From an optimization exercise on the open Yosys and OpenROAD flow, aimed at small area, a short achievable clock period and few clock cycles per item; shortcuts taken in it are not production practice. In this exercise RTL edits were held to simulation tests only and were not proved equivalent to the original.

Design zi_lea128, start of the top module:
module zi_lea128 (
    input  wire         clk,
    input  wire         rst,           
    input  wire         in_valid,
    output wire         in_ready,
    input  wire         in_decrypt,    
    input  wire [127:0] in_key,
    input  wire [127:0] in_block,
    output reg          out_valid,
    output wire [127:0] out_block
);
    localparam [2:0] S_IDLE = 3'd0,
                     S_KEY  = 3'd1,    
                     S_ENC  = 3'd2,
                     S_DEC  = 3'd3,
                     S_KLD  = 3'd4;    
    reg [2:0]  state;
    reg [4:0]  rnd;
    reg [31:0] x0, x1, x2, x3;         
    reg [31:0] t0, t1, t2, t3;         
    reg [31:0] c0, c1, c2, c3;         
    reg        kvalid;                 
    reg    rdy;                        
    assign in_ready = rdy;
    wire   in_fire  = in_valid && in_ready;
    wire [31:0] kw0 = {in_key[103:96], in_key[111:104], in_key[119:112], in_key[127:120]};
    wire [31:0] kw1 = {in_key[71:64], in_key[79:72], in_key[87:80], in_key[95:88]};
    wire [31:0] kw2 = {in_key[39:32], in_key[47:40], in_key[55:48], in_key[63:56]};
    wire [31:0] kw3 = {in_key[7:0], in_key[15:8], in_key[23:16], in_key[31:24]};
    wire [31:0] bw0 = {in_block[103:96], in_block[111:104], in_block[119:112], in_block[127:120]};
    wire [31:0] bw1 = {in_block[71:64], in_block[79:72], in_block[87:80], in_block[95:88]};
    wire [31:0] bw2 = {in_block[39:32], in_block[47:40], in_block[55:48], in_block[63:56]};
    wire [31:0] bw3 = {in_block[7:0], in_block[15:8], in_block[23:16], in_block[31:24]};
    assign out_block = {x0[7:0], x0[15:8], x0[23:16], x0[31:24],
                        x1[7:0], x1[15:8], x1[23:16], x1[31:24],
                        x2[7:0], x2[15:8], x2[23:16], x2[31:24],
                        x3[7:0], x3[15:8], x3[23:16], x3[31:24]};
    wire hit = kvalid && ({kw0[0],    kw0[31:1],  kw1[2:0],  kw1[31:3],
                           kw2[5:0],  kw2[31:6],  kw3[10:0], kw3[31:11]}
                          == {t0, t1, t2, t3});
    reg [31:0] dc;
  ...
Size in the first run: roughly 390 I/O pins, about 42,000 µm² of cells after synthesis.
clock: 12.0 ns
lec_check: 0
abc_area: 1
cap_margin: 20
core_margin: 2
core_utilization: 45
cts_buf_list: sky130_fd_sc_hd__clkbuf_8
cts_cluster_size: 12
place_density: 0.7
setup_slack_margin: 5
slew_margin: 20
standard.sh (not shown) runs the stock make flow with config.mk's settings and CLKGATE_MAP_FILE= SYNTH_SCRIPT=/design/flow/synth_recipe.tcl, a recipe that flattens the netlist after the stock synthesis.
==> flow/flow/run.sh <==
#!/bin/bash
# The standard layout (standard.sh: standard synthesis, then ORFS to
# finish), with one change: the buffer that ORFS puts on every input and
# output port is the platform's smallest buffer, buf_1, rather than the cell
# buffer_ports picks on its own (clkdlybuf4s50_1). The repair steps after it
# still resize port buffers where timing, slew or load call for it.
set -euo pipefail
export BUFFER_PORTS_ARGS="-buffer_cell sky130_fd_sc_hd__buf_1"
bash standard.sh > standard.log 2>&1
The starting point finished clean.
Testbench counts at the start, summed over its fixed seeds: cycles 21,200, blocks 768.
Next try:
CAP_MARGIN = 10   (was 20)
CORE_UTILIZATION = 40   (was 45)
CTS_CLUSTER_SIZE = unset   (was 12)
SLEW_MARGIN = 10   (was 20)
=> With this change the flow completed and failed the layout checks on max-capacitance violations, max-slew violations; final area goes up by about 0.5%; sequential cell count is unchanged; global-route usage goes down by 2.8 points; critical path depth goes down by 7.
Next try:
ABC_AREA = 0   (was 1)
CAP_MARGIN = 20   (was 10)
SLEW_MARGIN = 20   (was 10)
Now the flow ran to the end with no violations. Hold slack stays flat. Cell area went down by 3.8%. Non-clock buffer count went up by 71. Sequential cell count is unchanged. Fmax barely changes. Cell count went down by 18%.
Next try:
ABC_AREA = 1   (was 0)
CTS_BUF_LIST = unset   (was sky130_fd_sc_hd__clkbuf_8)
PLACE_DENSITY = unset   (was 0.7)
Effect:
- The new run completed without violations
- worst hold slack improved by 0.022 ns
- count of clock-buffer cells in the layout fell by 17
- setup slack gets worse by 0.091 ns
- fmax shrinks slightly
- design area came out higher by a few percent
- global-route usage climbs by 4.7 points

---

Setup of alpha:
The RTL this note starts from:
==> flow/design.v <==
module zi_lea128 (
    input  wire         clk,
    input  wire         rst,           
    input  wire         in_valid,
    output wire         in_ready,
    input  wire         in_decrypt,    
    input  wire [127:0] in_key,
    input  wire [127:0] in_block,
    output reg          out_valid,
    output wire [127:0] out_block
);
    localparam [2:0] S_IDLE = 3'd0,
                     S_KEY  = 3'd1,    
                     S_ENC  = 3'd2,
                     S_DEC  = 3'd3,
                     S_KLD  = 3'd4;    
    reg [2:0]  state;
    reg [4:0]  rnd;
    reg [31:0] x0, x1, x2, x3;         
    reg [31:0] t0, t1, t2, t3;         
    reg [31:0] c0, c1, c2, c3;         
    reg        kvalid;                 
    reg    rdy;                        
    assign in_ready = rdy;
    wire   in_fire  = in_valid && in_ready;
    wire [31:0] kw0 = {in_key[103:96], in_key[111:104], in_key[119:112], in_key[127:120]};
    wire [31:0] kw1 = {in_key[71:64], in_key[79:72], in_key[87:80], in_key[95:88]};
    wire [31:0] kw2 = {in_key[39:32], in_key[47:40], in_key[55:48], in_key[63:56]};
    wire [31:0] kw3 = {in_key[7:0], in_key[15:8], in_key[23:16], in_key[31:24]};
    wire [31:0] bw0 = {in_block[103:96], in_block[111:104], in_block[119:112], in_block[127:120]};
    wire [31:0] bw1 = {in_block[71:64], in_block[79:72], in_block[87:80], in_block[95:88]};
    wire [31:0] bw2 = {in_block[39:32], in_block[47:40], in_block[55:48], in_block[63:56]};
    wire [31:0] bw3 = {in_block[7:0], in_block[15:8], in_block[23:16], in_block[31:24]};
    assign out_block = {x0[7:0], x0[15:8], x0[23:16], x0[31:24],
                        x1[7:0], x1[15:8], x1[23:16], x1[31:24],
                        x2[7:0], x2[15:8], x2[23:16], x2[31:24],
                        x3[7:0], x3[15:8], x3[23:16], x3[31:24]};
    wire hit = kvalid && ({kw0[0],    kw0[31:1],  kw1[2:0],  kw1[31:3],
                           kw2[5:0],  kw2[31:6],  kw3[10:0], kw3[31:11]}
                          == {t0, t1, t2, t3});
    reg [31:0] dc;
    always @(*) begin
        case (rnd)
            5'd0:  dc = 32'hc3efe9db;
            5'd1:  dc = 32'h88c4d604;
            5'd2:  dc = 32'he789f229;
            5'd3:  dc = 32'hc6f98763;
            5'd4:  dc = 32'h3efe9dbc;
            5'd5:  dc = 32'h8c4d6048;
            5'd6:  dc = 32'h789f229e;
            5'd7:  dc = 32'h6f98763c;
            5'd8:  dc = 32'hefe9dbc3;
            5'd9:  dc = 32'hc4d60488;
            5'd10: dc = 32'h89f229e7;
            5'd11: dc = 32'hf98763c6;
            5'd12: dc = 32'hfe9dbc3e;
            5'd13: dc = 32'h4d60488c;
            5'd14: dc = 32'h9f229e78;
            5'd15: dc = 32'h98763c6f;
            5'd16: dc = 32'he9dbc3ef;
            5'd17: dc = 32'hd60488c4;
            5'd18: dc = 32'hf229e789;
            5'd19: dc = 32'h8763c6f9;
            5'd20: dc = 32'h9dbc3efe;
            5'd21: dc = 32'h60488c4d;
            5'd22: dc = 32'h229e789f;
            default: dc = 32'h763c6f98;
        endcase
    end
    wire        bwd = (state == S_DEC);
    wire [31:0] d0 = dc                    ^ {32{bwd}};
    wire [31:0] d1 = {dc[30:0], dc[31]}    ^ {32{bwd}};
    wire [31:0] d2 = {dc[29:0], dc[31:30]} ^ {32{bwd}};
    wire [31:0] d3 = {dc[28:0], dc[31:29]} ^ {32{bwd}};
    wire        idle = (state == S_IDLE);
    wire [31:0] u0 = idle ? kw0 : t0;
    wire [31:0] u1 = idle ? kw1 : t1;
    wire [31:0] u2 = idle ? kw2 : t2;
    wire [31:0] u3 = idle ? kw3 : t3;
    wire [31:0] a0 = u0 + d0 + {31'd0, bwd};
    wire [31:0] a1 = u1 + d1 + {31'd0, bwd};
    wire [31:0] a2 = u2 + d2 + {31'd0, bwd};
    wire [31:0] a3 = u3 + d3 + {31'd0, bwd};
    wire [31:0] f0 = {a0[30:0], a0[31]};           
    wire [31:0] f1 = {a1[28:0], a1[31:29]};        
    wire [31:0] f2 = {a2[25:0], a2[31:26]};        
    wire [31:0] f3 = {a3[20:0], a3[31:21]};        
    wire [31:0] g0 = {a0[0],    a0[31:1]};         
    wire [31:0] g1 = {a1[2:0],  a1[31:3]};         
    wire [31:0] g2 = {a2[5:0],  a2[31:6]};         
    wire [31:0] g3 = {a3[10:0], a3[31:11]};        
    wire [31:0] r0 = {t0[30:0], t0[31]};
    wire [31:0] r1 = {t1[28:0], t1[31:29]};
    wire [31:0] r2 = {t2[25:0], t2[31:26]};
    wire [31:0] r3 = {t3[20:0], t3[31:21]};
    wire [31:0] e_s0 = (x0 ^ t0) + (x1 ^ t1);
    wire [31:0] e_s1 = (x1 ^ t2) + (x2 ^ t1);
    wire [31:0] e_s2 = (x2 ^ t3) + (x3 ^ t1);
    wire [31:0] e_y0 = {e_s0[22:0], e_s0[31:23]};    
    wire [31:0] e_y1 = {e_s1[4:0],  e_s1[31:5]};     
    wire [31:0] e_y2 = {e_s2[2:0],  e_s2[31:3]};     
    wire [31:0] k12  = r1 ^ r2;
    wire [31:0] k13  = r1 ^ r3;
    function [31:0] subks(input [31:0] x, input [31:0] y);
        reg [32:0] g, p, gn, pn;
        integer l, i;
        begin
            g = {x & ~y, 1'b1};
            p = {x ^ ~y, 1'b0};
            for (l = 1; l < 33; l = l * 2) begin
                gn = g;
                pn = p;
                for (i = 0; i < 33; i = i + 1)
                    if (i >= l) begin
                        gn[i] = g[i] | (p[i] & g[i - l]);
                        pn[i] = p[i] & p[i - l];
                    end
                g = gn;
                p = pn;
            end
            subks = x ^ ~y ^ g[31:0];
        end
    endfunction
    wire [31:0] d_m0 = subks({x0[8:0],  x0[31:9]},  x3 ^ r0);     
    wire [31:0] d_m1 = subks({x1[26:0], x1[31:27]}, d_m0 ^ k12);  
    wire [31:0] d_m2 = subks({x2[28:0], x2[31:29]}, d_m1 ^ k13);  
    wire [31:0] d_y1 = d_m0 ^ r1;
    wire [31:0] d_y2 = d_m1 ^ r1;
    wire [31:0] d_y3 = d_m2 ^ r1;
    always @(posedge clk) begin
        case (state)
            S_IDLE: begin
                {x0, x1, x2, x3} <= {bw0, bw1, bw2, bw3};
                if (in_decrypt && hit)
                    {t0, t1, t2, t3} <= {c0, c1, c2, c3};
                else
                    {t0, t1, t2, t3} <= {f0, f1, f2, f3};    
            end
            S_KEY: begin
                {t0, t1, t2, t3} <= {f0, f1, f2, f3};
                if (rnd == 5'd23)
                    {c0, c1, c2, c3} <= {a0, a1, a2, a3};
            end
            S_KLD: begin
                {t0, t1, t2, t3} <= {c0, c1, c2, c3};
            end
            S_ENC: begin
                {t0, t1, t2, t3} <= {f0, f1, f2, f3};
                {x0, x1, x2, x3} <= {e_y0, e_y1, e_y2, x0};
            end
            default: begin  
                {t0, t1, t2, t3} <= {g0, g1, g2, g3};
                {x0, x1, x2, x3} <= {x3, d_y1, d_y2, d_y3};
            end
        endcase
    end
    always @(posedge clk) begin
        if (rst) begin
            state     <= S_IDLE;
            rdy       <= 1'b1;
            rnd       <= 5'd0;
            out_valid <= 1'b0;
            kvalid    <= 1'b0;
        end else begin
            out_valid <= 1'b0;
            case (state)
                S_IDLE: begin
                    kvalid <= 1'b0;
                    if (in_fire) begin
                        rdy    <= 1'b0;
                        if (!in_decrypt) begin
                            rnd   <= 5'd1;
                            state <= S_ENC;
                        end else if (hit) begin
                            rnd   <= 5'd23;
                            state <= S_DEC;
                        end else begin
                            rnd   <= 5'd1;
                            state <= S_KEY;
                        end
                    end
                end
                S_KEY: begin
                    if (rnd == 5'd23) begin
                        state <= S_KLD;           
                    end else begin
                        rnd <= rnd + 5'd1;
                    end
                end
                S_KLD: begin
                    state <= S_DEC;
                end
                S_ENC: begin              
                    rnd <= rnd + 5'd1;
                    if (rnd == 5'd24) begin
                        rnd       <= 5'd0;
                        out_valid <= 1'b1;
                        rdy       <= 1'b1;
                        state     <= S_IDLE;
                    end
                end
                default: begin  
                    rnd <= rnd - 5'd1;
                    if (rnd == 5'd0) begin
                        rnd       <= 5'd0;
                        out_valid <= 1'b1;
                        kvalid    <= 1'b1;
                        rdy       <= 1'b1;
                        state     <= S_IDLE;
                    end
                end
            endcase
        end
    end
endmodule
clock: 12.0 ns
lec_check: 0
abc_area: 1
cap_margin: 20
core_margin: 2
core_utilization: 40
cts_buf_list: sky130_fd_sc_hd__clkbuf_16
cts_cluster_size: 16
place_density: 0.7
setup_slack_margin: 5
slew_margin: 20
Scripts as last shown in full above: flow/flow/run.sh
Testbench counts of alpha, summed over its fixed seeds: cycles 21,200, blocks 768.
Input-level comparison between beta and alpha:
- removing CTS_CLUSTER_SIZE (formerly 16)
- changing CTS_BUF_LIST from sky130_fd_sc_hd__clkbuf_16 to sky130_fd_sc_hd__clkbuf_8
## What came out
alpha -> beta: detail-routed via count per cell flat
Looking at number of antenna violations at the first check in global routing, beta sits above alpha.
Compared to alpha, the routing of beta uses more wire.
The H-tree depth reported by CTS number comes out higher for beta vs alpha.
For beta, the source of the critical timing path was t0[7], unlike alpha, where it was x3[11].
Final worst setup slack: beta > alpha
Looking at via count, beta sits above alpha.
Input changes introduced in gamma (baseline for comparison: beta):
- a change of ABC_AREA from 1 to 0
- a change of CORE_UTILIZATION from 40 to 45
When gamma is measured against beta, its proportion of cell area occupied by multi-input gates turns out 1.7 points higher. Cell area after layout went down by a few percent going from beta to gamma. gamma falls short of beta in worst setup margin. gamma has maximum fanout encountered on the critical timing path above what beta had. Summary: with beta as the reference, area after synthesis in gamma moved down by a few percent. gamma against beta; via count of the first global-routing pass is down by more than 10%. Post-layout instance count excluding filler cells in gamma is about 20% below beta. Sequential-to-total area share from yosys stat: gamma vs beta up 1.5 points. On number of setup violations in the final report, beta and gamma are basically level. Compared gamma vs beta, and number of nets at the end of the flow is down in gamma.
Inputs modified between gamma and delta:
- changing CORE_UTILIZATION from 45 to 40
- changing ABC_AREA from 0 to 1
- changing PLACE_DENSITY from 0.7 to 0.8
==> run notes <==
delta against gamma: cell area saw an increase; share of the cycle needed by the critical path after routing shows a reduction of 1.8 points; data-path buffer share of cell area in the final layout fell 1.4 points; minimum hold slack went up by 0.028 ns. Sort gamma and delta by worst path required time asc -> top: gamma. Taking gamma as the reference, in delta multiplexer share of the synthesized area went down; measured slew at the worst slew-check pin went down; non-clock inverter total of the final layout went up. As far as number of max-capacitance violations reported goes, gamma and delta are indistinguishable; the numbers are identical. Going from gamma to delta, height of the die grew by a little under 10%.
Relative to delta, the following input files were edited for epsilon:
- changing ABC_AREA from 1 to 0
==> run notes <==
compound AO/OA/AOI/OAI gates as the dominant combinational cell family by area after synthesis was reported by epsilon, and simple AND/OR/NAND/NOR gates by delta.
Cell area (epsilon vs. delta) decreases by a few percent
epsilon improves on delta in area after synthesis.
epsilon: worst setup slack before clock tree synthesis lower than delta
Fraction of area in clock buffers and inverters delta (delta -> epsilon): insignificant
Relative to delta, the number of gates on the worst path with buffers counted measured on epsilon has increased by a few percent.

[what the ideal ports hide]
Ports are ideal in the flow. The routed layouts listed here were re-timed in OpenROAD. Step 1: set_driving_cell puts a clkbuf_16 on clk and a buf_2 on each other input, an assumption about the parent block. Step 2, shift: input delay + t, output delay - t, t = (earliest + latest rising clock arrival at the registers) / 2. This alone moves slack from input paths to output paths. Three values: no drivers, after step 1, after step 2; two values: the first two.
run | t (ns) | slack for setup (ns) | worst setup path after step 2 | clock arrival spread, ns | worst register clock-pin slew, ns
the first run of note 1 | 0.842 | 5.074 / 5.074 / 4.959 | input to register | 0.065 / 0.066 | 0.07 / 0.07
the second run of note 1 | 0.869 | 5.158 / 5.158 / 4.965 | input to register | 0.086 / 0.085 | 0.09 / 0.09
the third run of note 1 | 0.835 | 5.150 / 5.150 / 4.465 | input to register | 0.037 / 0.037 | 0.07 / 0.07
the fourth run of note 1 | 0.754 | 5.059 / 5.059 / 4.934 | input to register | 0.027 / 0.027 | 0.08 / 0.08
alpha | 0.758 | 5.200 / 5.200 / 4.619 | input to register | 0.049 / 0.049 | 0.08 / 0.08
beta | 0.852 | 5.269 / 5.269 / 4.614 | input to register | 0.053 / 0.052 | 0.08 / 0.08
gamma | 0.827 | 4.927 / 4.927 / 4.593 | input to register | 0.060 / 0.060 | 0.08 / 0.08
delta | 0.879 | 5.137 / 5.137 / 5.137 | register to register | 0.061 / 0.060 | 0.08 / 0.08
epsilon | 0.850 | 5.059 / 5.059 / 4.357 | input to register | 0.063 / 0.064 | 0.07 / 0.07
The setup slack of epsilon, which loses most, moves by 0.000 ns with the drivers and by -0.702 ns with both steps.
